From an optimization exercise on the open Yosys and OpenROAD flow, aimed at small area, a short achievable clock period and few clock cycles; shortcuts taken in it are not production practice.
Only simulation tests tie the RTL to the original design; equivalence was not proved.
Power and IR drop assume default switching activity.

`design/flow/flow/run.sh`:
```
#!/bin/bash
set -euo pipefail
sed -i '/SETUP_SLACK_MARGIN/d; /BUFFER_PORTS_ARGS/d' config.mk
echo 'export SETUP_SLACK_MARGIN = 6' >> config.mk
echo 'export BUFFER_PORTS_ARGS = -buffer_cell sky130_fd_sc_hd__buf_1' >> config.mk
bash standard.sh > standard.log 2>&1
```
`design/flow/standard.sh`:
```
#!/bin/bash
# synth_recipe.tcl (not shown) runs the flow's synth.tcl, then flattens the netlist and writes it again
# the make line also repeats each setting of config.mk as NAME=value (left out here)
make -C /OpenROAD-flow-scripts/flow DESIGN_CONFIG=/design/flow/config.mk WORK_HOME=/design/flow/orfs CLKGATE_MAP_FILE= SYNTH_SCRIPT=/design/flow/synth_recipe.tcl "${@:-finish}"
```
`design/flow/config.mk`:
```
export PLATFORM = sky130hd
export DESIGN_NAME = wts_core
export DESIGN_NICKNAME = wts_core
export VERILOG_FILES = /design/flow/design.v
export SDC_FILE = /design/flow/constraint.sdc
export NUM_CORES = 4
export LEC_CHECK = 0
export CAP_MARGIN = 20
export CORE_MARGIN = 2
export CORE_UTILIZATION = 60
export PLACE_DENSITY = 0.7
export SLEW_MARGIN = 20
export SETUP_SLACK_MARGIN = 6
export BUFFER_PORTS_ARGS = -buffer_cell sky130_fd_sc_hd__buf_1
```
`design/flow/constraint.sdc`:
```
create_clock -name core_clock -period 10.0 [get_ports {clk}]
set_input_delay 2.0000 -clock core_clock [delete_from_list [all_inputs] [get_ports {clk}]]
set_output_delay 2.0000 -clock core_clock [all_outputs]
set_load 0.01 [all_outputs]
```
`design/flow/design.v`:
```
module wts_mulaw (
    input  wire [15:0] x,
    output wire [7:0]  code
);
    wire        s = x[15];
    wire [15:0] y = x ^ {16{s}};
    wire [15:0] yall;                     
    wts_pand #(.W(16)) u_py (.a(y), .y(yall));
    wire [15:0] ya = {yall[14:0], 1'b1} & {16{s}};
    wire [16:0] ab = {s & yall[15], y ^ ya};
    wire [9:0]  h  = ab[16:7];
    wire [9:0]  hall;
    wts_pand #(.W(10)) u_ph (.a(h), .y(hall));
    wire [9:0]  ha = {hall[8:0], 1'b1};
    wire [9:0]  hm = h ^ ha;               
    wire [16:0] magr = {hm, ab[6:0]};
    wire        sat = magr[16] | magr[15];
    wire [14:0] m = sat ? 15'h7FFF : magr[14:0];
    reg [2:0] tier;
    reg [3:0] mant;
    always @* begin
        if      (m[14]) begin tier = 3'd7; mant = m[13:10]; end
        else if (m[13]) begin tier = 3'd6; mant = m[12:9];  end
        else if (m[12]) begin tier = 3'd5; mant = m[11:8];  end
        else if (m[11]) begin tier = 3'd4; mant = m[10:7];  end
        else if (m[10]) begin tier = 3'd3; mant = m[9:6];   end
        else if (m[9])  begin tier = 3'd2; mant = m[8:5];   end
        else if (m[8])  begin tier = 3'd1; mant = m[7:4];   end
        else            begin tier = 3'd0; mant = m[6:3];   end
    end
    assign code = {s, tier, mant};
endmodule
module wts_core (
    input  wire        clk,
    input  wire        rst,
    input  wire        cmd_valid,
    output wire        cmd_ready,
    input  wire [31:0] cmd,
    input  wire [31:0] dat,
    output reg         rsp_valid,
    output reg  [31:0] rsp_data,
    output reg         rsp_err,
    output reg  [3:0]  rsp_code,
    output wire        out_valid,
    input  wire        out_ready,
    output reg         out_kind,
    output reg  [1:0]  out_rg,
    output wire [31:0] out_word,
    output reg         out_eol,
    output wire        sb_req,
    input  wire        sb_ack,
    output wire [31:0] sb_addr,
    input  wire [7:0]  sb_rdata,
    output wire        busy
);
    localparam OP_NOP = 4'h0, OP_CLR = 4'h1, OP_WREG = 4'h2, OP_RREG = 4'h3,
               OP_SEG = 4'h4, OP_PADQ = 4'h5, OP_WCQ = 4'h6, OP_PCM = 4'h7,
               OP_MULAW = 4'h8, OP_ENCQ = 4'h9, OP_PUSHB = 4'hA, OP_PAD = 4'hB,
               OP_HDR = 4'hC, OP_REGION = 4'hD, OP_EXPORT = 4'hE;
    localparam [5:0] S_IDLE = 6'd0,  S_DEC = 6'd1,
                     S_G1 = 6'd2,  S_G2 = 6'd3,  S_G3 = 6'd4,  S_G4 = 6'd5,
                     S_G5 = 6'd6,  S_G6 = 6'd7,  S_G7 = 6'd8,  S_G8 = 6'd9,
                     S_G9 = 6'd10, S_G10 = 6'd11, S_G11 = 6'd12, S_GF = 6'd13,
                     S_WT1 = 6'd14, S_WT2 = 6'd15,
                     S_D1 = 6'd16, S_D2 = 6'd17, S_D3 = 6'd18, S_D3P = 6'd19,
                     S_D4 = 6'd20, S_D5 = 6'd21,
                     S_P1 = 6'd22, S_P2 = 6'd23,
                     S_R0 = 6'd24, S_R1 = 6'd25, S_R2 = 6'd26,
                     S_STR = 6'd27, S_PAD = 6'd28, S_FIN = 6'd29,
                     S_C0 = 6'd30, S_C1 = 6'd31, S_C2 = 6'd32, S_C3 = 6'd33,
                     S_C4 = 6'd34, S_C5 = 6'd35, S_GW = 6'd36,
                     S_EQ = 6'd37, S_RR = 6'd38, S_GX = 6'd39,
                     S_R0W = 6'd40, S_C0W = 6'd41, S_WT1W = 6'd42;
    reg        ctrl_mode, ctrl_force;
    reg [31:0] r_start, r_end, r_sloop, r_eloop, r_dur, r_ldur;    
    reg [7:2]  wv;                    
    reg        segv, ok, smode, done, ill, nrdy;
    reg        e_order, e_malf, e_len, e_looplen, e_endloop;
    reg        rvld;                  
    reg [23:0] qa;                    
    reg [24:0] ql;                    
    reg [25:0] qd;                    
    reg [23:0] acc;
    reg [1:0]  bcnt;
    reg [2:0]  lcnt;
    reg [5:0]  st;
    reg        busy_q, crdy_q;
    reg [3:0]  op_q;
    reg [5:0]  sel;
    reg [5:0]  sel_n;                 
    reg [31:0] opa;                   
    reg [1:0]  cur_rg;
    reg        bad_q;
    reg        der_q, wct_q;
    reg        cflag;
    reg [1:0]  dk;                    
    reg [6:0]  pc;                    
    reg        sb_req_q;
    reg [26:0] sb_a;
    reg        rd_v;
    wire       rd_hi = !sb_a[0];      
    reg [7:0]  rd_q, lo_q;
    reg [7:0]  mu_q;                  
    reg        mu_v;
    reg        out_valid_q;
    assign busy      = busy_q;
    assign cmd_ready = crdy_q;
    assign out_valid = out_valid_q;
    assign sb_req    = sb_req_q;
    assign sb_addr   = {5'd0, sb_a};
    assign out_word  = rsp_data;
    wire [31:0] T = rsp_data;
    wire [3:0] c_op = cmd[31:28];
    wire [7:0] c_ra = cmd[23:16];
    reg        c_radef;
    always @* begin
        case (c_ra)
            8'h00, 8'h01, 8'h02, 8'h03, 8'h04, 8'h05, 8'h06, 8'h07, 8'h08,
            8'h10, 8'h11, 8'h12, 8'h13, 8'h14, 8'h15,
            8'h18, 8'h19, 8'h1A, 8'h1C, 8'h1D, 8'h1E,
            8'h20, 8'h21, 8'h22, 8'h23, 8'h24, 8'h25, 8'h26:
                c_radef = 1'b1;
            default:
                c_radef = 1'b0;
        endcase
    end
    wire c_z27_24 = (cmd[27:24] == 4'd0);
    wire c_z23_16 = (cmd[23:16] == 8'd0);
    wire c_z15_8  = (cmd[15:8] == 8'd0);
    wire c_z7_0   = (cmd[7:0] == 8'd0);
    wire c_fastw = cmd_valid && (cmd[31:24] == 8'h20) && c_z15_8 && c_z7_0 &&
                   (cmd[23:19] == 5'd0) && (cmd[18:16] != 3'd1);
    wire c_der = cmd[21] || (cmd[20:19] == 2'b11);
    wire c_wct = (cmd[21:16] == 6'h23);
    reg  c_bad;
    always @* begin
        case (c_op)
            OP_NOP, OP_CLR, OP_SEG, OP_PADQ, OP_WCQ, OP_EXPORT:
                c_bad = !(c_z27_24 && c_z23_16 && c_z15_8 && c_z7_0);
            OP_WREG:
                c_bad = !(c_z27_24 && c_z15_8 && c_z7_0 && (c_ra <= 8'h07) && (c_ra != 8'h01));
            OP_RREG:
                c_bad = !(c_z27_24 && c_z15_8 && c_z7_0 && c_radef);
            OP_PCM, OP_MULAW, OP_ENCQ:
                c_bad = !(c_z27_24 && c_z23_16);
            OP_PUSHB:
                c_bad = !(c_z27_24 && c_z23_16 && c_z15_8);
            OP_PAD, OP_HDR, OP_REGION:
                c_bad = !((cmd[27:26] == 2'd0) && (cmd[25:24] != 2'd3) && c_z23_16 &&
                          c_z15_8 && c_z7_0);
            default:
                c_bad = 1'b1;
        endcase
    end
    wire [31:0] status = {7'd0, (bcnt != 2'd0), 1'b0, lcnt, 2'd0, bcnt, 3'd0,
                          e_endloop, e_looplen, e_len, e_malf, e_order,
                          2'd0, nrdy, ill, smode, done, ok, segv};
    wire [1:0]  k = {1'b0, (qa[6:0] != 7'd0)} + {1'b0, (ql[6:0] > qa[6:0])} +
                    {1'b0, (qd[6:0] > ql[6:0])};
    wire [31:0] wct_base = !rvld ? 32'd0 :
                           smode ? {8'd0, qd[25:7], 5'b00011} : {7'd0, qd[25:7], 6'b000011};
    wire [31:0] kterm = !rvld ? 32'd0 : smode ? {25'd0, k, 5'd0} : {24'd0, k, 6'd0};
    wire [6:0]  npad2   = 7'd0 - T[7:1];            
    reg [31:0] rv;
    always @* begin
        case (sel_n)
            6'h00:        rv = {30'd0, ctrl_force, ctrl_mode};
            6'h01:        rv = status;
            6'h02:        rv = wv[2] ? r_start : 32'd0;
            6'h03:        rv = wv[3] ? r_end : 32'd0;
            6'h04:        rv = wv[4] ? r_sloop : 32'd0;
            6'h05:        rv = wv[5] ? r_eloop : 32'd0;
            6'h06:        rv = wv[6] ? r_dur : 32'd0;
            6'h07:        rv = wv[7] ? r_ldur : 32'd0;
            6'h08:        rv = {8'd0, acc};
            6'h0A:        rv = wct_base;
            6'h0B:        rv = kterm;
            6'h0C:        rv = 32'd127;
            6'h0D:        rv = {24'd0, {1'b0, npad2} + {6'd0, dk} + 8'd4};
            6'h11, 6'h12: rv = rvld ? {7'd0, qa, 1'b0} : 32'd0;
            6'h13, 6'h14: rv = rvld ? {6'd0, ql, 1'b0} : 32'd0;
            6'h15:        rv = rvld ? {5'd0, qd, 1'b0} : 32'd0;
            default:      rv = 32'd0;
        endcase
    end
    reg         asub_q;               
    wire [32:0] asum;
    wts_add32 u_add (.a(opa), .b(T), .ci(asub_q), .s(asum));
    wire        bo   = !asum[32];                   
    wire        big  = (asum[31:25] != 7'd0);       
    reg         bo_q, big_q;                        
    wire [7:0]  mu;
    wts_mulaw u_mu (.x({rd_q, lo_q}), .code(mu));
    wire [7:0]  tag     = smode ? 8'h01 : 8'h81;
    wire        hdr_vis = segv && ok;
    wire [6:0]  npad1   = 7'd0 - T[6:0];            
    wire        wmode   = (op_q == OP_WCQ) ? ctrl_mode : smode;
    wire        wgate   = (op_q == OP_WCQ) || rvld;
    wire [31:0] wcf     = wmode ? {1'b0, cflag, T[31:7], 5'b00001} : {cflag, T[31:7], 6'b000001};
    wire [3:0]  code    = e_order   ? 4'd3 :
                          e_malf    ? 4'd4 :
                          e_len     ? 4'd5 :
                          e_looplen ? 4'd6 :
                          e_endloop ? 4'd7 : 4'd0;
    wire        fatal   = e_order || e_malf || e_len;
    wire        okc     = !fatal && (!(e_looplen || e_endloop) || ctrl_force);
    wire [5:0]  rb_code = {3'b010, cur_rg, 1'b0};
    wire [5:0]  re_code = {3'b010, cur_rg, 1'b1};
    wire [1:0]  nxt_rg  = cur_rg + 2'd1;
    wire        ofree    = !out_valid_q || out_ready;
    wire [25:0] q_e      = (cur_rg == 2'd0) ? {2'd0, qa} :
                           (cur_rg == 2'd1) ? {1'b0, ql} : qd;
    wire [26:0] end_addr = {q_e, 1'b0};
    wire [26:0] sb_all;                     
    wts_pand #(.W(27)) u_inc (.a(sb_a), .y(sb_all));
    wire [26:0] sb_inc   = sb_a ^ {sb_all[25:0], 1'b1};
    wire        in_str   = (st == S_STR);
    wire        push_v   = in_str && (smode ? mu_v : rd_v);
    wire        blk      = push_v && (bcnt == 2'd3) && !ofree;
    wire        mu_free  = !mu_v || !blk;
    wire        rd_keep  = in_str && rd_v && (smode ? (rd_hi && !mu_free) : blk);
    wire        mu_load  = in_str && smode && rd_v && rd_hi && mu_free;
    wire        cap      = sb_req_q && sb_ack && !rd_keep;
    wire        cnt_en   = (op_q == OP_REGION);
    wire        can_push = (bcnt != 2'd3) || ofree;
    wire [7:0]  psum     = {1'b0, pc} + {6'd0, bcnt};
    reg  [5:0]  st_n;
    reg         t_inv;                
    reg         t_en, t_dat, t_rv, t_sum, t_hs, t_hstag, t_wcf, t_np, t_mu, t_wd;
    reg         rsp_go, rsp_e;
    reg  [3:0]  rsp_c;
    reg         psh;                  
    reg  [1:0]  pbs;                  
    reg         hdr_emit, pad_close, pad_fit;
    reg         wreg_en, clr_en;
    reg         g_m0, g_m1, g_o0, g_o1, g_endl, g_lool, g_fin;
    reg         qa_ld, ql_ld, qd_ld;
    reg         ill_set, nrdy_set, done_set;
    reg         sba_ld, str_go, pc_ld;
    reg         cur_ld, dk_ld, cf_ld;
    reg  [1:0]  cur_n;
    reg         pnext;
    always @* begin
        st_n = st;       sel_n = sel;
        t_en = 1'b0;     t_dat = 1'b0;   t_rv = 1'b0;   t_sum = 1'b0;  t_inv = 1'b0;
        t_hs = 1'b0;     t_hstag = 1'b0; t_wcf = 1'b0;  t_np = 1'b0;  t_mu = 1'b0;  t_wd = 1'b0;
        rsp_go = 1'b0;   rsp_e = 1'b0;   rsp_c = 4'd0;
        psh = 1'b0;      pbs = 2'd0;
        hdr_emit = 1'b0; pad_close = 1'b0; pad_fit = 1'b0;
        wreg_en = 1'b0;  clr_en = 1'b0;
        g_m0 = 1'b0; g_m1 = 1'b0; g_o0 = 1'b0; g_o1 = 1'b0; g_endl = 1'b0; g_lool = 1'b0; g_fin = 1'b0;
        qa_ld = 1'b0;    ql_ld = 1'b0;   qd_ld = 1'b0;
        ill_set = 1'b0;  nrdy_set = 1'b0; done_set = 1'b0;
        sba_ld = 1'b0;   str_go = 1'b0;  pc_ld = 1'b0;
        cur_ld = 1'b0;   cur_n = cur_rg; dk_ld = 1'b0;  cf_ld = 1'b0;  pnext = 1'b0;
        case (st)
        S_IDLE: begin
            wreg_en = c_fastw;
            t_en = 1'b1; t_dat = !c_fastw;
            cur_ld = 1'b1; cur_n = (c_op == OP_RREG) ? cmd[17:16] : cmd[25:24];
            if (cmd_valid && !c_fastw) st_n = S_DEC;
        end
        S_DEC: begin
            if (bad_q) begin
                ill_set = 1'b1;
                t_en = 1'b1;
                rsp_go = 1'b1; rsp_e = 1'b1; rsp_c = 4'd1;
            end else if (((op_q == OP_PAD) || (op_q == OP_HDR) || (op_q == OP_REGION)) &&
                         !(segv && ok)) begin
                nrdy_set = 1'b1;
                t_en = 1'b1;
                rsp_go = 1'b1; rsp_e = 1'b1; rsp_c = 4'd2;
            end else begin
                case (op_q)
                OP_NOP: begin
                    t_en = 1'b1; rsp_go = 1'b1;
                end
                OP_CLR: begin
                    clr_en = 1'b1; t_en = 1'b1; rsp_go = 1'b1;
                end
                OP_RREG: begin
                    st_n = S_RR;
                end
                OP_SEG, OP_EXPORT: begin
                    clr_en = (op_q == OP_EXPORT);
                    sel_n = 6'h02; st_n = S_G1;
                end
                OP_PADQ: begin
                    t_en = 1'b1; t_np = 1'b1; rsp_go = 1'b1;
                end
                OP_WCQ: begin
                    sel_n = 6'h0C; st_n = S_D4;
                end
                OP_ENCQ: begin
                    st_n = S_EQ;
                end
                OP_PCM, OP_MULAW, OP_PUSHB: begin
                    st_n = S_P1;
                end
                default: begin  
                    dk_ld = 1'b1;
                    sel_n = rb_code; st_n = S_R0;
                end
                endcase
            end
        end
        S_G1:  begin t_en = 1'b1; t_rv = 1'b1; t_inv = 1'b1; sel_n = 6'h04; st_n = S_G2; end
        S_G2:  begin qa_ld = 1'b1; g_m0 = 1'b1; sel_n = 6'h05; st_n = S_G3; end
        S_G3:  begin ql_ld = 1'b1; g_o0 = 1'b1; sel_n = 6'h03; st_n = S_G4; end
        S_G4:  begin qd_ld = 1'b1; sel_n = 6'h04; st_n = S_G5; end
        S_G5:  begin t_en = 1'b1; t_rv = 1'b1; t_inv = 1'b1; sel_n = 6'h05; st_n = S_G6; end
        S_G6:  begin g_m1 = 1'b1; st_n = S_G7; end
        S_G7:  begin t_en = 1'b1; t_rv = 1'b1; t_inv = 1'b1; g_o1 = 1'b1; sel_n = 6'h03; st_n = S_G8; end
        S_G8:  begin g_m1 = 1'b1; sel_n = 6'h06; st_n = S_G9; end
        S_G9:  begin g_o1 = 1'b1; st_n = S_G10; end
        S_G10: begin t_en = 1'b1; t_rv = 1'b1; t_inv = 1'b1; g_endl = 1'b1; sel_n = 6'h07; st_n = S_G11; end
        S_G11: begin st_n = S_GX; end
        S_GX:  begin g_lool = 1'b1; st_n = S_GF; end
        S_GF: begin
            g_fin = 1'b1;
            if (fatal || ((op_q == OP_EXPORT) && !okc)) begin
                t_en = 1'b1;
                rsp_go = 1'b1; rsp_e = 1'b1; rsp_c = code;
            end else if (op_q == OP_SEG) begin
                sel_n = 6'h0B; st_n = S_GW;
            end else begin
                cur_ld = 1'b1; cur_n = 2'd0;
                sel_n = 6'h10; st_n = S_R0;
            end
        end
        S_GW:  st_n = S_WT1;
        S_RR: begin
            t_en = 1'b1; t_rv = 1'b1; t_inv = der_q && !wct_q;
            if (wct_q) begin
                sel_n = 6'h0A; st_n = S_WT2;
            end else if (der_q) begin
                sel_n = re_code; st_n = S_D2;
            end else begin
                rsp_go = 1'b1;
            end
        end
        S_EQ:  begin t_en = 1'b1; t_mu = 1'b1; rsp_go = 1'b1; end
        S_WT1: begin sel_n = 6'h0A; if (ofree) begin t_en = 1'b1; t_rv = 1'b1; st_n = S_WT2; end else st_n = S_WT1W; end
        S_WT1W: begin sel_n = 6'h0B; st_n = S_WT1; end
        S_WT2: begin
            t_en = 1'b1; t_sum = 1'b1;
            rsp_go = 1'b1;
            rsp_e  = (op_q == OP_SEG) && !ok;
            rsp_c  = (op_q == OP_RREG) ? 4'd0 : code;
        end
        S_D2: begin t_en = 1'b1; t_sum = 1'b1; st_n = S_D3; end
        S_D3: begin
            t_en = 1'b1;
            case (dk)
                2'b00: begin t_hs = 1'b1; rsp_go = 1'b1; end                   
                2'b01: begin t_hs = 1'b1; st_n = S_D3P; end                    
                2'b11: begin t_hs = hdr_vis; t_hstag = 1'b1; rsp_go = 1'b1; end  
                default: begin t_hs = 1'b1; sel_n = 6'h0C; st_n = S_D4; end     
            endcase
        end
        S_D3P: begin t_en = 1'b1; t_np = 1'b1; rsp_go = 1'b1; end
        S_D4:  begin t_en = 1'b1; t_sum = 1'b1; cf_ld = 1'b1; st_n = S_D5; end
        S_D5:  begin t_en = 1'b1; t_wcf = wgate; rsp_go = 1'b1; end
        S_P1: begin
            pbs = (op_q == OP_MULAW) ? 2'd2 : 2'd1;
            if (can_push) begin
                psh = 1'b1;
                if (bcnt == 2'd3) begin t_en = 1'b1; t_wd = 1'b1; end
                st_n = (op_q == OP_PCM) ? S_P2 : S_FIN;
            end
        end
        S_P2: begin
            pbs = 2'd0;
            if (can_push) begin
                psh = 1'b1;
                if (bcnt == 2'd3) begin t_en = 1'b1; t_wd = 1'b1; end
                st_n = S_FIN;
            end
        end
        S_R0: begin sel_n = re_code; if (ofree) begin t_en = 1'b1; t_rv = 1'b1; t_inv = 1'b1; sba_ld = 1'b1; st_n = S_R1; end else st_n = S_R0W; end
        S_R0W: begin sel_n = rb_code; st_n = S_R0; end
        S_R1: begin t_en = 1'b1; t_sum = 1'b1; st_n = S_R2; end
        S_R2: begin
            sel_n = 6'h09;
            if (op_q == OP_PAD) begin
                pc_ld = 1'b1; st_n = S_PAD;
            end else if (ofree) begin
                hdr_emit = 1'b1;
                t_en = 1'b1; t_hs = 1'b1; t_hstag = 1'b1;
                if (op_q == OP_HDR) begin
                    st_n = S_FIN;
                end else begin
                    pc_ld = 1'b1; str_go = 1'b1;
                    st_n = S_STR;
                end
            end
        end
        S_STR: begin
            pbs  = smode ? 2'd2 : 2'd0;
            psh  = push_v && !blk;
            if (psh && (bcnt == 2'd3)) begin
                t_en = 1'b1; t_wd = 1'b1;
            end
            if (!sb_req_q && !rd_keep && !mu_load && !(mu_v && blk)) st_n = S_PAD;
        end
        S_PAD: begin
            pnext = 1'b0;
            if (op_q == OP_EXPORT)
                sel_n = (cur_rg != 2'd2) ? {3'b010, nxt_rg, 1'b0} : 6'h0B;
            else
                sel_n = rb_code;
            if (pc == 7'd0) begin
                pnext = 1'b1;
            end else if (psum[7:2] != 6'd0) begin
                if (ofree) begin
                    pad_close = 1'b1;
                    t_en = 1'b1; t_wd = 1'b1;
                    pnext = (psum == 8'd4);
                end
            end else begin
                pad_fit = 1'b1;
                pnext = 1'b1;
            end
            if (!pnext) begin
            end else if (op_q == OP_EXPORT) begin
                if (cur_rg != 2'd2) begin
                    cur_ld = 1'b1; cur_n = nxt_rg;
                    st_n = S_R0;
                end else begin
                    done_set = 1'b1;
                    st_n = S_WT1;
                end
            end else if (cnt_en) begin
                st_n = S_C0;
            end else begin
                st_n = S_FIN;
            end
        end
        S_C0: begin sel_n = re_code; if (ofree) begin t_en = 1'b1; t_rv = 1'b1; t_inv = 1'b1; st_n = S_C1; end else st_n = S_C0W; end
        S_C0W: begin sel_n = rb_code; st_n = S_C0; end
        S_C1: begin t_en = 1'b1; t_sum = 1'b1; st_n = S_C2; end
        S_C2: begin                        
            if (smode) begin t_en = 1'b1; t_hs = 1'b1; end
            sel_n = 6'h0D; st_n = S_C3;
        end
        S_C3: begin t_en = 1'b1; t_sum = 1'b1; st_n = S_C4; end
        S_C4: begin t_en = 1'b1; t_hs = 1'b1; st_n = S_C5; end
        S_C5: begin t_en = 1'b1; t_hs = 1'b1; rsp_go = 1'b1; end
        default: begin  
            if (ofree) begin
                t_en = 1'b1;
                rsp_go = 1'b1;
            end
        end
        endcase
        if (rsp_go) st_n = S_IDLE;
    end
    reg  [7:0]  pb;
    always @* begin
        case (pbs)
            2'd0:    pb = rd_q;
            2'd1:    pb = lo_q;
            default: pb = mu_q;
        endcase
    end
    wire        close = (psh && (bcnt == 2'd3)) || pad_close;
    wire [7:0]  pbz   = pad_close ? 8'h00 : pb;
    wire [31:0] t_next = ({32{t_dat}} & dat) |
                         ({32{t_rv}}  & (opa ^ {32{t_inv}})) |
                         ({32{t_sum}} & asum[31:0]) |
                         ({32{t_hs}}  & {(t_hstag ? tag : {7'd0, T[25]}), T[24:1]}) |
                         ({32{t_wd}}  & {pbz, acc}) |
                         ({32{t_wcf}} & wcf) |
                         ({32{t_np}}  & {25'd0, npad1}) |
                         ({32{t_mu}}  & {24'd0, mu_q});
    always @(posedge clk) begin
        if (t_en) rsp_data <= t_next;
        if (rsp_go || wreg_en) begin
            rsp_err  <= rsp_e;
            rsp_code <= rsp_c;
        end
        if (cf_ld) cflag <= asum[32];
        if (wreg_en && (cmd[18:16] == 3'd2)) r_start <= dat;
        if (wreg_en && (cmd[18:16] == 3'd3)) r_end   <= dat;
        if (wreg_en && (cmd[18:16] == 3'd4)) r_sloop <= dat;
        if (wreg_en && (cmd[18:16] == 3'd5)) r_eloop <= dat;
        if (wreg_en && (cmd[18:16] == 3'd6)) r_dur   <= dat;
        if (wreg_en && (cmd[18:16] == 3'd7)) r_ldur  <= dat;
        if (qa_ld) qa <= asum[24:1];
        if (ql_ld) ql <= asum[25:1];
        if (qd_ld) qd <= asum[26:1];
        if (st == S_IDLE) begin
            op_q  <= c_op;
            bad_q <= c_bad;
            der_q <= c_der;
            wct_q <= c_wct;
        end
        sel <= (st == S_IDLE) ? (c_wct ? 6'h0B : c_der ? {3'b010, cmd[17:16], 1'b0} : cmd[21:16])
                              : sel_n;
        opa <= rv;
        bo_q  <= bo;
        big_q <= big;
        if (cur_ld) cur_rg <= cur_n;
        if (st == S_IDLE) dk <= {cmd[21], cmd[18]};
        else if (dk_ld)   dk <= bcnt;
        if (hdr_emit) begin
            out_kind <= 1'b1;
            out_rg   <= cur_rg;
            out_eol  <= 1'b0;
        end else if (close) begin
            out_kind <= 1'b0;
            out_rg   <= 2'd0;
            out_eol  <= (lcnt == 3'd7);
        end
        if (pc_ld)
            pc <= npad2;
        else if (pad_close)
            pc <= psum[6:0] - 7'd4;
        else if (pad_fit)
            pc <= 7'd0;
        if (sba_ld)
            sb_a <= opa[26:0];
        else if (in_str && cap)
            sb_a <= sb_inc;
        if (st == S_IDLE) begin
            rd_q <= cmd[15:8];
            lo_q <= cmd[7:0];
        end else if (in_str) begin
            if (cap) begin
                rd_q  <= sb_rdata;
            end
            if (rd_v && smode && !rd_hi)
                lo_q <= rd_q;
        end
        if (mu_load || (st == S_DEC))
            mu_q <= mu;
        if (rst) begin
            ctrl_mode <= 1'b0; ctrl_force <= 1'b0;
            wv <= 6'd0;
            segv <= 1'b0; ok <= 1'b0; smode <= 1'b0; done <= 1'b0;
            ill <= 1'b0; nrdy <= 1'b0;
            e_order <= 1'b0; e_malf <= 1'b0; e_len <= 1'b0;
            e_looplen <= 1'b0; e_endloop <= 1'b0;
            rvld <= 1'b0;
            acc <= 24'd0; bcnt <= 2'd0; lcnt <= 3'd0;
            st <= S_IDLE;
            asub_q <= 1'b0;
            busy_q <= 1'b0;
            crdy_q <= 1'b1;
            rsp_valid <= 1'b0;
            out_valid_q <= 1'b0;
            sb_req_q <= 1'b0;
            rd_v <= 1'b0;
            mu_v <= 1'b0;
        end else begin
            st <= st_n;
            asub_q <= (st == S_G1) || (st == S_G2) || (st == S_G3) || (st == S_G5) ||
                      (st == S_G7) || (st == S_G8) || (st == S_G10) ||
                      ((st == S_RR) && der_q && !wct_q) ||
                      (((st == S_R0) || (st == S_C0)) && ofree);
            rsp_valid <= rsp_go || ((st == S_IDLE) && c_fastw);
            if ((st == S_IDLE) && cmd_valid && !c_fastw) begin
                busy_q <= 1'b1;
                crdy_q <= 1'b0;
            end else if (rsp_go) begin
                busy_q <= 1'b0;
                crdy_q <= 1'b1;
            end
            if (wreg_en && (cmd[18:17] != 2'd0))
                wv[cmd[18:16]] <= 1'b1;
            if (wreg_en && (cmd[18:16] == 3'd0)) begin ctrl_mode <= dat[0]; ctrl_force <= dat[1]; end
            if (ill_set) ill <= 1'b1;
            else if (clr_en) ill <= 1'b0;
            if (nrdy_set) nrdy <= 1'b1;
            else if (clr_en) nrdy <= 1'b0;
            if (done_set) done <= 1'b1;
            else if (clr_en || g_fin) done <= 1'b0;
            if (wreg_en) begin
                segv <= 1'b0;
                ok   <= 1'b0;
            end else if (g_fin) begin
                segv <= 1'b1;
                ok   <= okc;
            end
            if (g_fin) begin
                smode <= ctrl_mode;
                rvld  <= !fatal;
            end
            if (g_m0)
                e_malf <= asum[0];
            else if (g_m1)
                e_malf <= e_malf | asum[0];
            else if (g_fin)
                e_malf <= e_malf && !e_order;
            if (g_o0) begin
                e_order <= bo_q; e_len <= big_q;
            end else if (g_o1) begin
                e_order <= e_order | bo_q; e_len <= e_len | big_q;
            end else if (g_fin) begin
                e_len  <= e_len && !e_order;
            end
            if (g_endl) e_endloop <= bo_q;
            if (g_lool) e_looplen <= !bo_q;
            if (clr_en || close) begin
                acc  <= 24'd0;
                bcnt <= 2'd0;
            end else if (psh) begin
                case (bcnt)
                    2'd0:    acc[7:0]   <= pb;
                    2'd1:    acc[15:8]  <= pb;
                    default: acc[23:16] <= pb;
                endcase
                bcnt <= bcnt + 2'd1;
            end else if (pad_fit) begin
                bcnt <= psum[1:0];
            end
            if (clr_en)
                lcnt <= 3'd0;
            else if (close)
                lcnt <= lcnt + 3'd1;
            if (hdr_emit || close)
                out_valid_q <= 1'b1;
            else if (out_ready)
                out_valid_q <= 1'b0;
            if (str_go)
                sb_req_q <= (T[24:1] != 24'd0);
            else if (in_str)
                sb_req_q <= sb_req_q && !(cap && (sb_inc == end_addr));
            if (in_str)
                rd_v <= cap || rd_keep;
            if (in_str)
                mu_v <= mu_load || (mu_v && blk);
        end
    end
endmodule
module wts_add32 (
    input  wire [31:0] a,
    input  wire [31:0] b,
    input  wire        ci,
    output wire [32:0] s
);
    localparam N = 33;                    
    wire [N*7-1:0] G, P;
    assign G[N-1:0] = {a & b, ci};
    assign P[N-1:0] = {a ^ b, 1'b0};
    genvar l, i;
    generate
        for (l = 0; l < 6; l = l + 1) begin : g_lv
            for (i = 0; i < N; i = i + 1) begin : g_bt
                if ((i >> l) & 1) begin : g_op
                    localparam integer J = ((i >> l) << l) - 1;
                    assign G[(l+1)*N+i] = G[l*N+i] | (P[l*N+i] & G[l*N+J]);
                    assign P[(l+1)*N+i] = P[l*N+i] & P[l*N+J];
                end else begin : g_pass
                    assign G[(l+1)*N+i] = G[l*N+i];
                    assign P[(l+1)*N+i] = P[l*N+i];
                end
            end
        end
    endgenerate
    wire [N-1:0] C = G[6*N +: N];         
    assign s = {C[32], (a ^ b) ^ C[31:0]};
endmodule
module wts_pand #(parameter W = 8) (
    input  wire [W-1:0] a,
    output wire [W-1:0] y
);
    localparam L = (W <= 2) ? 1 : (W <= 4) ? 2 : (W <= 8) ? 3 : (W <= 16) ? 4 : (W <= 32) ? 5 : 6;
    wire [W*(L+1)-1:0] n;
    assign n[W-1:0] = a;
    genvar l, i;
    generate
        for (l = 0; l < L; l = l + 1) begin : g_lv
            for (i = 0; i < W; i = i + 1) begin : g_bt
                if ((i >> l) & 1) begin : g_op
                    localparam integer J = ((i >> l) << l) - 1;
                    assign n[(l+1)*W+i] = n[l*W+i] & n[l*W+J];
                end else begin : g_pass
                    assign n[(l+1)*W+i] = n[l*W+i];
                end
            end
        end
    endgenerate
    assign y = n[L*W +: W];
endmodule
```
==> impl_metrics.env, run 1 <==
export IMPL_status="complete, no violations"
export IMPL_cp_buffers_inverters=2
export IMPL_fin_nets=3014
export IMPL_portBuffers=180
export IMPL_criticalPathCategory="in2reg"
export IMPL_post_route_util=0.700
export IMPL_synth_ff_type="edfxtp_1"
export IMPL_routedWlPerCell_um=30.5
export IMPL_hold_depth=2
export IMPL_path_delay_family="simple AND/OR/NAND/NOR gates"
export IMPL_yosysUniqueCellTypes=96
export IMPL_cap_viol_max_count=0
export IMPL_cts_sinks=480
export IMPL_ios=187
export IMPL_pwr_share_clk=0.207
export IMPL_cpPeakStageDelay_ps=540
export IMPL_path_clk_slew_ps=80
export IMPL_dieArea_mm2=0.0471
export IMPL_synthArstFlopShare=0
export IMPL_p_leak_uw=0.0115
export IMPL_total_power_uw=9060
export IMPL_dp_hpwl_um=70000
export IMPL_first_pass_iters=10
export IMPL_placed_area_mm2=0.0281
export IMPL_route_detailed_drc=0
export IMPL_yosysSeqAreaShare=0.491
export IMPL_power_density_mw_per_mm2=287
export IMPL_tns_ps=0
export IMPL_synth_enable_flop_cells=375
export IMPL_overflow=0
export IMPL_critPathMaxFanout=5
export IMPL_p_int_uw=5130
export IMPL_hold_violations=0
export IMPL_die_height_um=217
export IMPL_syn_to_final_growth_pct=16.1
export IMPL_crit_arrival_ps=4450
export IMPL_cp_depth=10
export IMPL_routed_wirelength_um=106000
export IMPL_syn_avg_cell_area_um2=10.3
export IMPL_rr_worst_depth=12
export IMPL_clock_latency_ps=630
export IMPL_cts_tree="built"
export IMPL_grt_pass1_vias=22758
export IMPL_timing_rr_start="st[2]$_SDFFE_PP0P_"
export IMPL_multi_input_area_mm2=0.0134
export IMPL_die_w_um=217
export IMPL_slew_headroom=0.162
export IMPL_clockBufferDepth=3
export IMPL_rows=78
export IMPL_swShare=0.433
export IMPL_yosysMostFrequentCell="edfxtp_1"
export IMPL_netlist_instances=2647
export IMPL_rsz0062_at_grt="true"
export IMPL_ir_worst_vdd_v=0.000249
export IMPL_tightest_slew_ps=1260
export IMPL_cts_hold_buf=0
export IMPL_final_setup_skew_ps=29.9
export IMPL_netlist_area_mm2=0.0272
export IMPL_cts_made_buffers=49
export IMPL_vias=24756
export IMPL_antenna_found_initial=4
export IMPL_cp_start_kind="input pin"
export IMPL_register_area_mm2=0.0134
export IMPL_drtAntennaViolNets=0
export IMPL_drive_above_1_share=0.137
export IMPL_p_sw_uw=3920
export IMPL_drt_iter0_drc=4746
export IMPL_timing_fmax_ghz=0.245
export IMPL_cp_slowest_cell="or4_4"
export IMPL_via_per_inst=7.11
export IMPL_end_kind="flip-flop"
export IMPL_design_area_mm2=0.0316
export IMPL_clockRootBuffer="clkbuf_16"
export IMPL_hold_start="out_eol$_SDFFE_PP0P_"
export IMPL_pwr_share_seq=0.321
export IMPL_yosysWarnings=2
export IMPL_worst_ep_required_time_ps=10370
export IMPL_cp_startpoint="cmd[11]"
export IMPL_ys_seq_elements=480
export IMPL_synthTopCellsByCount="edfxtp_1, nand2_1, nor2_1"
export IMPL_n_fill_cell=3333
export IMPL_grt_max_degree=53
export IMPL_synth_area_leaders="edfxtp_1, dfxtp_1, ha_1, nand2_1, nor2_1"
export IMPL_fin_crit_sh=0.408
export IMPL_hold_path_class="reg2reg"
export IMPL_worstPathCellList="buf_1 -> or4_4 -> nor2_4 -> and3_4 -> and4_4 -> a31oi_4 -> buf_12 -> a222oi_1 -> nand2_1 -> a221o_1"
export IMPL_synth_top_area_frac=0.414
export IMPL_place_congestion=1.02
export IMPL_track_usage=0.435
export IMPL_slew_viol_final=0
export IMPL_grt_pass1_wl_um=150000
export IMPL_setup_violations=0
export IMPL_initial_core_util=0.603
export IMPL_htreeDepth=2
export IMPL_p_comb_frac=0.472
export IMPL_finalCriticalPeriod_ps=4080
export IMPL_yosysTopAreaCell="edfxtp_1"
export IMPL_core_region_area_mm2=0.0451
-- kinds of logic after synthesis --
| kind of cell | synth area share |
|---|---|
| simple gates | 0.162 |
| mux | 0.0238 |
| compound gates | 0.183 |
| other cells | 0.000138 |
| xor+xnor | 0.0464 |
| flops | 0.491 |
| buf+inv | 0.0469 |
| fa+ha+maj | 0.0469 |
-- worst paths after layout --
check        slack, ps                     end
min                450    out_eol$_SDFFE_PP0P_
min reg2reg        450    out_eol$_SDFFE_PP0P_
max reg2reg       5990          opa[0]$_DFF_P_
max               5920  rsp_data[17]$_DFFE_PP_
-- worst reg2reg max path, cell delays in order, from the launching register on --
cell,delay (ps)
dfxtp_1,350
buf_8,260
and4bb_4,340
a311oi_2,60
o221ai_2,500
o2111ai_2,280
a2111oi_4,330
buf_4,200
and3b_1,300
and3_4,360
a222oi_1,450
and3_1,280
nand4_1,170
-- cell usage in the layout (no fill, tap or decap), types with 16 or more instances in the layout --
| cell | count |
|---|---|
| buf_12 | 18 |
| buf_1 | 177 |
| a22o_1 | 34 |
| a31oi_1 | 18 |
| nor2b_1 | 24 |
| buf_4 | 110 |
| o22ai_1 | 17 |
| and3_1 | 23 |
| a22oi_1 | 58 |
| inv_1 | 73 |
| a221o_1 | 20 |
| nand2_1 | 251 |
| nand2b_1 | 33 |
| ha_1 | 83 |
| xnor2_1 | 73 |
| xor2_1 | 66 |
| a221oi_1 | 39 |
| mux2i_1 | 49 |
| nand4_1 | 21 |
| edfxtp_1 | 375 |
| a21o_1 | 17 |
| nor2_1 | 215 |
| nand3_1 | 88 |
| nor4_1 | 20 |
| clkbuf_16 | 53 |
| and2_1 | 16 |
| o21ai_0 | 116 |
| a21oi_1 | 154 |
| a222oi_1 | 51 |
| dfxtp_1 | 102 |
| nor3_1 | 54 |
-- layout make-up --
cell class | instances | share of cell area
Multi-Input combinational cell | 1908 | 0.425
Antenna cell | 3 | 0.000238
Clock inverter | 26 | 0.00884
Timing Repair Buffer | 326 | 0.0682
Inverter | 76 | 0.00903
Sequential cell | 480 | 0.423
Clock buffer | 65 | 0.0420
Tap cell | 600 | 0.0238
-- flip-flops by register name, summed over array words and instances, names as in the netlist, 8 cells and up --
name	count
rsp_data	32
qa	24
mu_q	8
r_sloop	32
rd_q	8
qd	26
r_end	32
opa	32
r_start	32
lo_q	8
acc	24
r_dur	32
r_eloop	32
r_ldur	32
ql	25
sb_a	27
-- power by group through the flow --
stage               clock, µW  combinational (µW)  sequential (µW)
global route             1930                4530             2920
detailed placement          0                3340             3040
global placement            0                3280             3030
CTS                      1860                3760             2890
floorplan                   0                2480             2810
finish                   1870                4280             2910
-- through the flow --
step	std cells	hold slack, ps	setup WS, ps
6_report	3484	452	5920
5_1_grt	3481	489	5860
4_1_cts	3422	454	5990
3_5_place_dp	3277	446	4360
3_3_place_gp	3276	426	4330
2_1_floorplan	2652	421	5760
-- per-layer routing --
layer,global-route usage,share of wire,vias to the layer above
li1,-,-,10441
met1,0.604,0.37,11784
met2,0.619,0.41,2143
met3,0.163,0.17,382
met4,0.165,0.048,6
met5,0,0.00055,-
-- repair_timing --
| action | 4_1_cts | 5_1_grt |
|---|---|---|
| gates resized for setup | 101 | 77 |
| endpoints found under the hold margin | 0 | 0 |
| pin swaps | 21 | 40 |
| setup endpoints to repair | 331 | 303 |
| cloned | 7 | 5 |
| setup buffers | 47 | 54 |
Testbench counts, summed over its fixed seeds: cycles 99,941.
==> run 2: changes to the inputs <==
--- a/design/flow/design.v
+++ b/design/flow/design.v
@@ -190,3 +190,5 @@
     wire        big  = (asum[31:25] != 7'd0);       
-    reg         bo_q, big_q;                        
+    reg         bo_q;                               
+    reg  [6:0]  hi_q;                               
+    wire        big_q = (hi_q != 7'd0);
     wire [7:0]  mu;
@@ -467,5 +469,4 @@
     wire [7:0]  pbz   = pad_close ? 8'h00 : pb;
-    wire [31:0] t_next = ({32{t_dat}} & dat) |
+    wire [31:0] t_oth  = ({32{t_dat}} & dat) |
                          ({32{t_rv}}  & (opa ^ {32{t_inv}})) |
-                         ({32{t_sum}} & asum[31:0]) |
                          ({32{t_hs}}  & {(t_hstag ? tag : {7'd0, T[25]}), T[24:1]}) |
@@ -475,2 +476,3 @@
                          ({32{t_mu}}  & {24'd0, mu_q});
+    wire [31:0] t_next = t_sum ? asum[31:0] : t_oth;
     always @(posedge clk) begin
@@ -501,3 +503,3 @@
         bo_q  <= bo;
-        big_q <= big;
+        hi_q  <= asum[31:25];
         if (cur_ld) cur_rg <= cur_n;
==> run 2 against run 1 <==
Compared with the run above:
- still clean
- fmax fell by 0.48%
- utilization up 1.1 points
- global-route usage barely moved
==> impl_metrics.env, run 2 <==
export IMPL_status="complete, no violations"
export IMPL_ys_seq_elements=486
export IMPL_die_w_um=218
export IMPL_end_kind="flip-flop"
export IMPL_synth_top_area_frac=0.411
export IMPL_synth_compound_area_frac=0.189
export IMPL_crit_arrival_ps=4620
export IMPL_p_sw_uw=4000
export IMPL_tns_ps=0
export IMPL_critPathMaxFanout=32
export IMPL_hold_path_class="reg2reg"
export IMPL_setup_violations=0
export IMPL_drive_above_1_share=0.152
export IMPL_slew_viol_final=0
export IMPL_synth_xor_area_frac=0.0456
export IMPL_rsz0062_at_grt="true"
export IMPL_yosysWarnings=2
export IMPL_track_usage=0.435
export IMPL_path_delay_family="simple AND/OR/NAND/NOR gates"
export IMPL_cts_hold_buf=0
export IMPL_place_congestion=1.04
export IMPL_yosysMostFrequentCell="edfxtp_1"
export IMPL_ir_worst_vdd_v=0.000459
export IMPL_antenna_found_initial=10
export IMPL_p_leak_uw=0.0118
export IMPL_grt_max_degree=54
export IMPL_cp_start_kind="flip-flop"
export IMPL_synth_top_family_by_area="compound AO/OA/AOI/OAI gates"
export IMPL_cp_depth=13
export IMPL_fin_nets=3014
export IMPL_drt_iter0_drc=4656
export IMPL_drtAntennaViolNets=0
export IMPL_syn_avg_cell_area_um2=10.4
export IMPL_cap_viol_max_count=0
export IMPL_cp_buffers_inverters=3
export IMPL_clock_latency_ps=640
export IMPL_grt_pass1_vias=22610
export IMPL_portBuffers=180
export IMPL_syn_to_final_growth_pct=17.3
export IMPL_timing_fmax_ghz=0.244
export IMPL_design_area_mm2=0.0321
export IMPL_rows=78
export IMPL_overflow=0
export IMPL_via_per_inst=7.21
export IMPL_yosysTopAreaCell="edfxtp_1"
export IMPL_finalCriticalPeriod_ps=4100
export IMPL_layoutNonFillerInstCount=3490
export IMPL_clockRootBuffer="clkbuf_16"
export IMPL_synth_enable_flop_cells=375
export IMPL_cpPeakStageDelay_ps=680
export IMPL_path_clk_slew_ps=70
export IMPL_dp_cells=3276
export IMPL_ios=187
export IMPL_placed_area_mm2=0.0286
export IMPL_synthAdderAreaFrac=0.0466
export IMPL_cts_sinks=486
export IMPL_yosysSeqAreaShare=0.492
export IMPL_final_setup_skew_ps=37.2
export IMPL_hold_violations=0
export IMPL_final_cell_mix="edfxtp_1, nand2_1, nor2_1"
export IMPL_routedWlPerCell_um=31.1
export IMPL_criticalPathCategory="reg2reg"
export IMPL_yosysUniqueCellTypes=100
export IMPL_yosys_area_share_simple=0.155
export IMPL_synthTopCellsByCount="edfxtp_1, nand2_1, nor2_1"
export IMPL_fin_crit_sh=0.410
export IMPL_pwr_share_clk=0.208
export IMPL_swShare=0.437
export IMPL_cts_made_buffers=50
export IMPL_cts_tree="built"
export IMPL_slew_headroom=0.139
export IMPL_worst_ep_required_time_ps=10520
export IMPL_htreeDepth=2
export IMPL_rr_worst_depth=13
export IMPL_routed_wirelength_um=109000
export IMPL_synth_ff_type="edfxtp_1"
export IMPL_layout_commonest_cell="edfxtp_1"
export IMPL_cp_slowest_cell="a222oi_1"
export IMPL_tightest_slew_ps=1280
export IMPL_worstPathCellList="buf_4 -> or2_4 -> or4_4 -> or2_4 -> o2111ai_4 -> a211oi_4 -> buf_4 -> nand2_2 -> nor4b_4 -> buf_8 -> a222oi_1 -> nand4_1 -> a211o_1"
export IMPL_synthArstFlopShare=0
export IMPL_power_density_mw_per_mm2=285
export IMPL_netlist_area_mm2=0.0274
export IMPL_netlist_instances=2631
export IMPL_vias=25160
export IMPL_initial_core_util=0.606
export IMPL_clockBufferDepth=3
export IMPL_core_region_area_mm2=0.0452
export IMPL_pwr_share_seq=0.326
export IMPL_die_height_um=218
export IMPL_muxShareOfSynthArea=0.0251
export IMPL_dieArea_mm2=0.0474
export IMPL_p_int_uw=5150
export IMPL_hold_depth=2
export IMPL_p_comb_frac=0.466
export IMPL_route_detailed_drc=0
export IMPL_first_pass_iters=7
export IMPL_grt_pass1_wl_um=151000
export IMPL_synth_area_leaders="edfxtp_1, dfxtp_1, ha_1, nand2_1, a21oi_1"
export IMPL_dp_hpwl_um=71800
[run 2: changes by cell type in the layout (fill, tap and decap cells not counted), moves of 9 or more]
| cell | change |
|---|---|
| buf_12 | +9 |
| nand3_1 | -11 |
| a21oi_1 | +9 |
| o22a_1 | +10 |
| xnor2_1 | -13 |
| a221oi_1 | -15 |
| a221oi_2 | +16 |
| a22o_1 | -18 |
| and3_4 | +12 |
| nand4_1 | +14 |
| and2_4 | -13 |
| nand2_1 | -13 |
[run 2: worst min-delay path, delay by kind of cell, from the launching register on]
kind	cells	cell delay, ps
flip-flops	1	330
AND/OR/NAND/NOR	2	100
[run 2: cells by family after synthesis]
| group | Yosys count |
|---|---|
| mux | 66 |
| simple gates | 849 |
| xor+xnor | 141 |
| flops | 486 |
| buf+inv | 269 |
| fa+ha+maj | 96 |
| other cells | 1 |
| compound gates | 723 |
[run 2: area by class of cell]
cell class,count,area (µm²)
Clock buffer,60,1330
Inverter,82,315
Fill cell,3223,13100
Tap cell,600,751
Multi-Input combinational cell,1889,13700
Timing Repair Buffer,332,2230
Sequential cell,486,13500
Antenna cell,8,20.0
Clock inverter,33,317
[run 2: what timing repair did]
item | CTS | global route
setup endpoints to repair | 305 | 271
resized for setup | 68 | 91
buffers inserted | 39 | 63
gates cloned | 6 | 5
pin swaps | 19 | 26
[run 2: path summary, 6_finish.rpt]
check / from / endpoint / slack, ps
max reg2reg: st[4]$_SDFFE_PP0P_ / opa[21]$_DFF_P_ / 5900
min reg2reg: r_end[28]$_DFFE_PP_ / opa[28]$_DFF_P_ / 440
max: st[4]$_SDFFE_PP0P_ / opa[21]$_DFF_P_ / 5900
min: r_end[28]$_DFFE_PP_ / opa[28]$_DFF_P_ / 440
[run 2: metal layers]
| metal | share of wire | global-route usage | vias up |
|---|---|---|---|
| met2 | 0.42 | 0.621 | 2199 |
| met3 | 0.17 | 0.168 | 366 |
| li1 | - | - | 10452 |
| met5 | 0.000092 | 0 | - |
| met1 | 0.37 | 0.601 | 12141 |
| met4 | 0.049 | 0.160 | 2 |
[run 2: through the flow]
stage	utilization	setup slack, ps	hold WS, ps	power [µW]
global route	0.711	5900	474	9410
detailed placement	0.633	4700	438	6420
CTS	0.685	5920	444	8500
finish	0.711	5900	444	9150
global placement	0.633	4650	426	6330
floorplan	-	5700	418	5370
[run 2: power groups by stage]
stage | sequential, µW | clock [µW] | combinational, µW
2_1_floorplan | 2820 | 0 | 2550
3_5_place_dp | 3050 | 0 | 3370
3_3_place_gp | 3040 | 0 | 3290
6_report | 2990 | 1900 | 4260
5_1_grt | 2990 | 1970 | 4460
4_1_cts | 2970 | 1900 | 3630
Testbench counts of run 2, summed over its fixed seeds: cycles 99,941.
==> run 3: changes to the inputs <==
==> design/flow/flow/run.sh (replaced) <==
#!/bin/bash
set -euo pipefail
sed -i '/SETUP_SLACK_MARGIN/d; /BUFFER_PORTS_ARGS/d' config.mk
echo 'export SETUP_SLACK_MARGIN = 6' >> config.mk
echo 'export BUFFER_PORTS_ARGS = -buffer_cell sky130_fd_sc_hd__buf_2' >> config.mk
bash standard.sh > standard.log 2>&1
--- a/design/flow/config.mk
+++ b/design/flow/config.mk
@@ -13,2 +13,2 @@
 export SETUP_SLACK_MARGIN = 6
-export BUFFER_PORTS_ARGS = -buffer_cell sky130_fd_sc_hd__buf_1
+export BUFFER_PORTS_ARGS = -buffer_cell sky130_fd_sc_hd__buf_2
==> run 3 against run 2 <==
Compared with the run above:
- still clean on timing, DRC and antenna
- synthesized cell count did not move
- flip-flop and latch count did not move
- routed wire length fell by 1.2%
- sequential power barely moved
- first-iteration DRC count fell by 6.6%
- largest cell class unchanged
- highest routed layer unchanged
==> impl_metrics.env, run 3 <==
export IMPL_htreeDepth=2
export IMPL_synth_ff_type="edfxtp_1"
export IMPL_worstPathCellList="nand3b_1 -> a221oi_4 -> o41ai_4 -> nand3_2 -> a211oi_4 -> or3_4 -> a21oi_2 -> buf_8 -> a222oi_1 -> and3_1 -> nand3_1"
export IMPL_rows=78
export IMPL_cpPeakStageDelay_ps=890
export IMPL_dieArea_mm2=0.0474
export IMPL_pre_cts_ws_ps=4710
export IMPL_rsz0062_at_grt="true"
export IMPL_hold_path_class="reg2reg"
export IMPL_portBuffers=180
export IMPL_syn_avg_cell_area_um2=10.4
export IMPL_die_height_um=218
export IMPL_netlist_instances=2631
export IMPL_fin_crit_sh=0.407
export IMPL_first_pass_iters=10
export IMPL_clockRootBuffer="clkbuf_16"
export IMPL_synth_area_leaders="edfxtp_1, dfxtp_1, ha_1, nand2_1, a21oi_1"
export IMPL_vias=25035
export IMPL_synthTopCellsByCount="edfxtp_1, nand2_1, nor2_1"
export IMPL_hold_violations=0
export IMPL_cp_buffers_inverters=1
export IMPL_routed_wirelength_um=107000
export IMPL_synth_top_area_frac=0.411
export IMPL_fin_nets=3034
export IMPL_synth_compound_area_frac=0.189
export IMPL_via_per_inst=7.13
export IMPL_grt_pass1_wl_um=148000
export IMPL_ys_seq_elements=486
export IMPL_synthArstFlopShare=0
export IMPL_synth_top_family_by_area="compound AO/OA/AOI/OAI gates"
export IMPL_yosysMostFrequentCell="edfxtp_1"
export IMPL_criticalPathCategory="reg2reg"
export IMPL_worst_ep_required_time_ps=10500
export IMPL_drtAntennaViolNets=0
export IMPL_setup_violations=0
export IMPL_netlist_area_mm2=0.0274
export IMPL_end_kind="flip-flop"
export IMPL_p_leak_uw=0.0125
export IMPL_slew_viol_final=0
export IMPL_ios=187
export IMPL_status="complete, no violations"
export IMPL_timing_rr_start="op_q[0]$_DFFE_PP_"
export IMPL_yosysSeqAreaShare=0.492
export IMPL_grt_pass1_vias=22411
export IMPL_clock_latency_ps=650
export IMPL_muxShareOfSynthArea=0.0251
export IMPL_critPathMaxFanout=25
export IMPL_cp_start_kind="flip-flop"
export IMPL_n_fill_cell=3194
export IMPL_drive_above_1_share=0.224
export IMPL_path_clk_slew_ps=60
export IMPL_final_cell_mix="edfxtp_1, nand2_1, nor2_1"
export IMPL_antenna_found_initial=9
export IMPL_crit_arrival_ps=4570
export IMPL_dp_hpwl_um=70200
export IMPL_yosysUniqueCellTypes=100
export IMPL_yosys_area_share_simple=0.155
export IMPL_layout_setup_ws_ps=5930
export IMPL_syn_to_final_growth_pct=19.6
export IMPL_clockBufferDepth=3
export IMPL_cts_made_buffers=52
export IMPL_core_region_area_mm2=0.0452
export IMPL_cts_hold_buf=0
export IMPL_cts_tree="built"
export IMPL_route_detailed_drc=0
export IMPL_yosysTopAreaCell="edfxtp_1"
export IMPL_synth_xor_area_frac=0.0456
export IMPL_synthAdderAreaFrac=0.0466
export IMPL_synth_enable_flop_cells=375
export IMPL_layout_commonest_cell="edfxtp_1"
export IMPL_cts_sinks=486
export IMPL_tightest_slew_ps=1350
export IMPL_cp_slowest_cell="a222oi_1"
export IMPL_finalCriticalPeriod_ps=4070
export IMPL_power_density_mw_per_mm2=288
export IMPL_final_setup_skew_ps=49.1
export IMPL_die_w_um=218
export IMPL_track_usage=0.426
export IMPL_overflow=0
export IMPL_tns_ps=0
export IMPL_ir_worst_vdd_v=0.000553
export IMPL_routedWlPerCell_um=30.5
export IMPL_timing_fmax_ghz=0.245
export IMPL_cp_startpoint="op_q[0]$_DFFE_PP_"
export IMPL_cap_viol_max_count=0
export IMPL_path_delay_family="compound AO/OA/AOI/OAI gates"
export IMPL_grt_max_degree=53
export IMPL_drt_iter0_drc=4349
export IMPL_hold_start="busy_q$_SDFFE_PP0P_"
export IMPL_slew_headroom=0.0916
export IMPL_post_route_util=0.725
export IMPL_total_power_uw=9450
export IMPL_initial_core_util=0.606
export IMPL_yosysWarnings=2
export IMPL_place_congestion=0.988
-- run 3: cell counts after synthesis --
No cell type changed its count.
-- run 3: per-layer routing --
layer	vias to the layer above	wire, µm	GRT usage	part of all wire
met3	363	16700	0.150	0.16
met1	12105	40200	0.594	0.37
met2	2053	44600	0.607	0.42
met5	-	141	0	0.0013
li1	10504	-	-	-
met4	10	5640	0.171	0.053
-- run 3: cell families (layout without fill, tap and decap cells) --
group | Yosys count | after routing
muxes | 66 | 66
and+or+nand+nor | 849 | 859
AOI/OAI and AO/OA | 723 | 723
adders and majority gates | 96 | 96
buffers and inverters | 269 | 528
DFF | 486 | 486
xor gates and xnor gates | 141 | 141
other | 1 | 12
-- run 3: area by class of cell --
type / instances / area [µm²] / share of cell area
Antenna cell: 6 / 15.0 / 0.000458
Tap cell: 600 / 751 / 0.0229
Clock inverter: 29 / 389 / 0.0119
Multi-Input combinational cell: 1891 / 13800 / 0.420
Clock buffer: 69 / 1440 / 0.0438
Timing Repair Buffer: 348 / 2610 / 0.0795
Inverter: 82 / 312 / 0.00951
Sequential cell: 486 / 13500 / 0.412
-- run 3: where the power goes --
group          switching, µW  total [µW]  internal [µW]
Sequential               417        2990           2580
Clock                    862        2060           1200
Combinational           2730        4400           1670
Total                   4010        9450           5440
-- run 3: stage by stage --
stage	instance area [µm²]	std cells	hold slack, ps
2_1_floorplan	27800	2636	418
3_3_place_gp	28800	3279	428
3_5_place_dp	28900	3280	442
4_1_cts	31400	3426	454
5_1_grt	32800	3508	474
6_report	32800	3511	451
-- run 3: worst paths after layout --
kind / depth (start not counted) / end / slack, ps
max reg2reg: 11 / opa[13]$_DFF_P_ / 5930
max: 11 / opa[13]$_DFF_P_ / 5930
min reg2reg: 2 / busy_q$_SDFFE_PP0P_ / 450
min: 2 / busy_q$_SDFFE_PP0P_ / 450
-- run 3: what timing repair did --
item,in CTS,in global routing
setup buffers,42,68
pin swaps,17,43
gates cloned,6,10
gates resized for setup,64,123
setup endpoints to repair,294,270
-- run 3: worst register-to-register path, cell delays in order, from the launching register on --
cell	delay, ps
edfxtp_1	530
nand3b_1	240
a221oi_4	130
o41ai_4	530
nand3_2	230
a211oi_4	510
or3_4	220
a21oi_2	60
buf_8	210
a222oi_1	910
and3_1	280
nand3_1	110

-- afterwards: timing with drivers on the ports --
No port has a modelled driver above. Below, the same layouts with a new extraction and two added sets of constraints. Step 1 assumes that a clkbuf_16 drives the clock port and a buf_2 every other input. Step 2 adds t to the input delays and takes it off the output delays; t is the mean of the earliest and latest rising clock arrival at the registers after step 1. Input paths then give back, and output paths get back, about the clock's delay inside the block. Three values: ideal, step 1, step 2; two values: the first two.
| run | t, ns | setup WS [ns] | slew at the worst register clock pin (ns) | cell pins on the clock port's net |
|---|---|---|---|---|
| run 1 | 0.679 | 5.919 / 5.955 / 5.276 | 0.08 / 0.08 | 1 |
| run 2 | 0.686 | 5.899 / 5.899 / 5.378 | 0.07 / 0.07 | 1 |
| run 3 | 0.693 | 5.925 / 5.925 / 5.314 | 0.07 / 0.07 | 1 |
After both steps setup and hold are still met in every run listed. The setup slack of run 1, which loses most, moves by +0.036 ns with the drivers and by -0.643 ns with both steps.
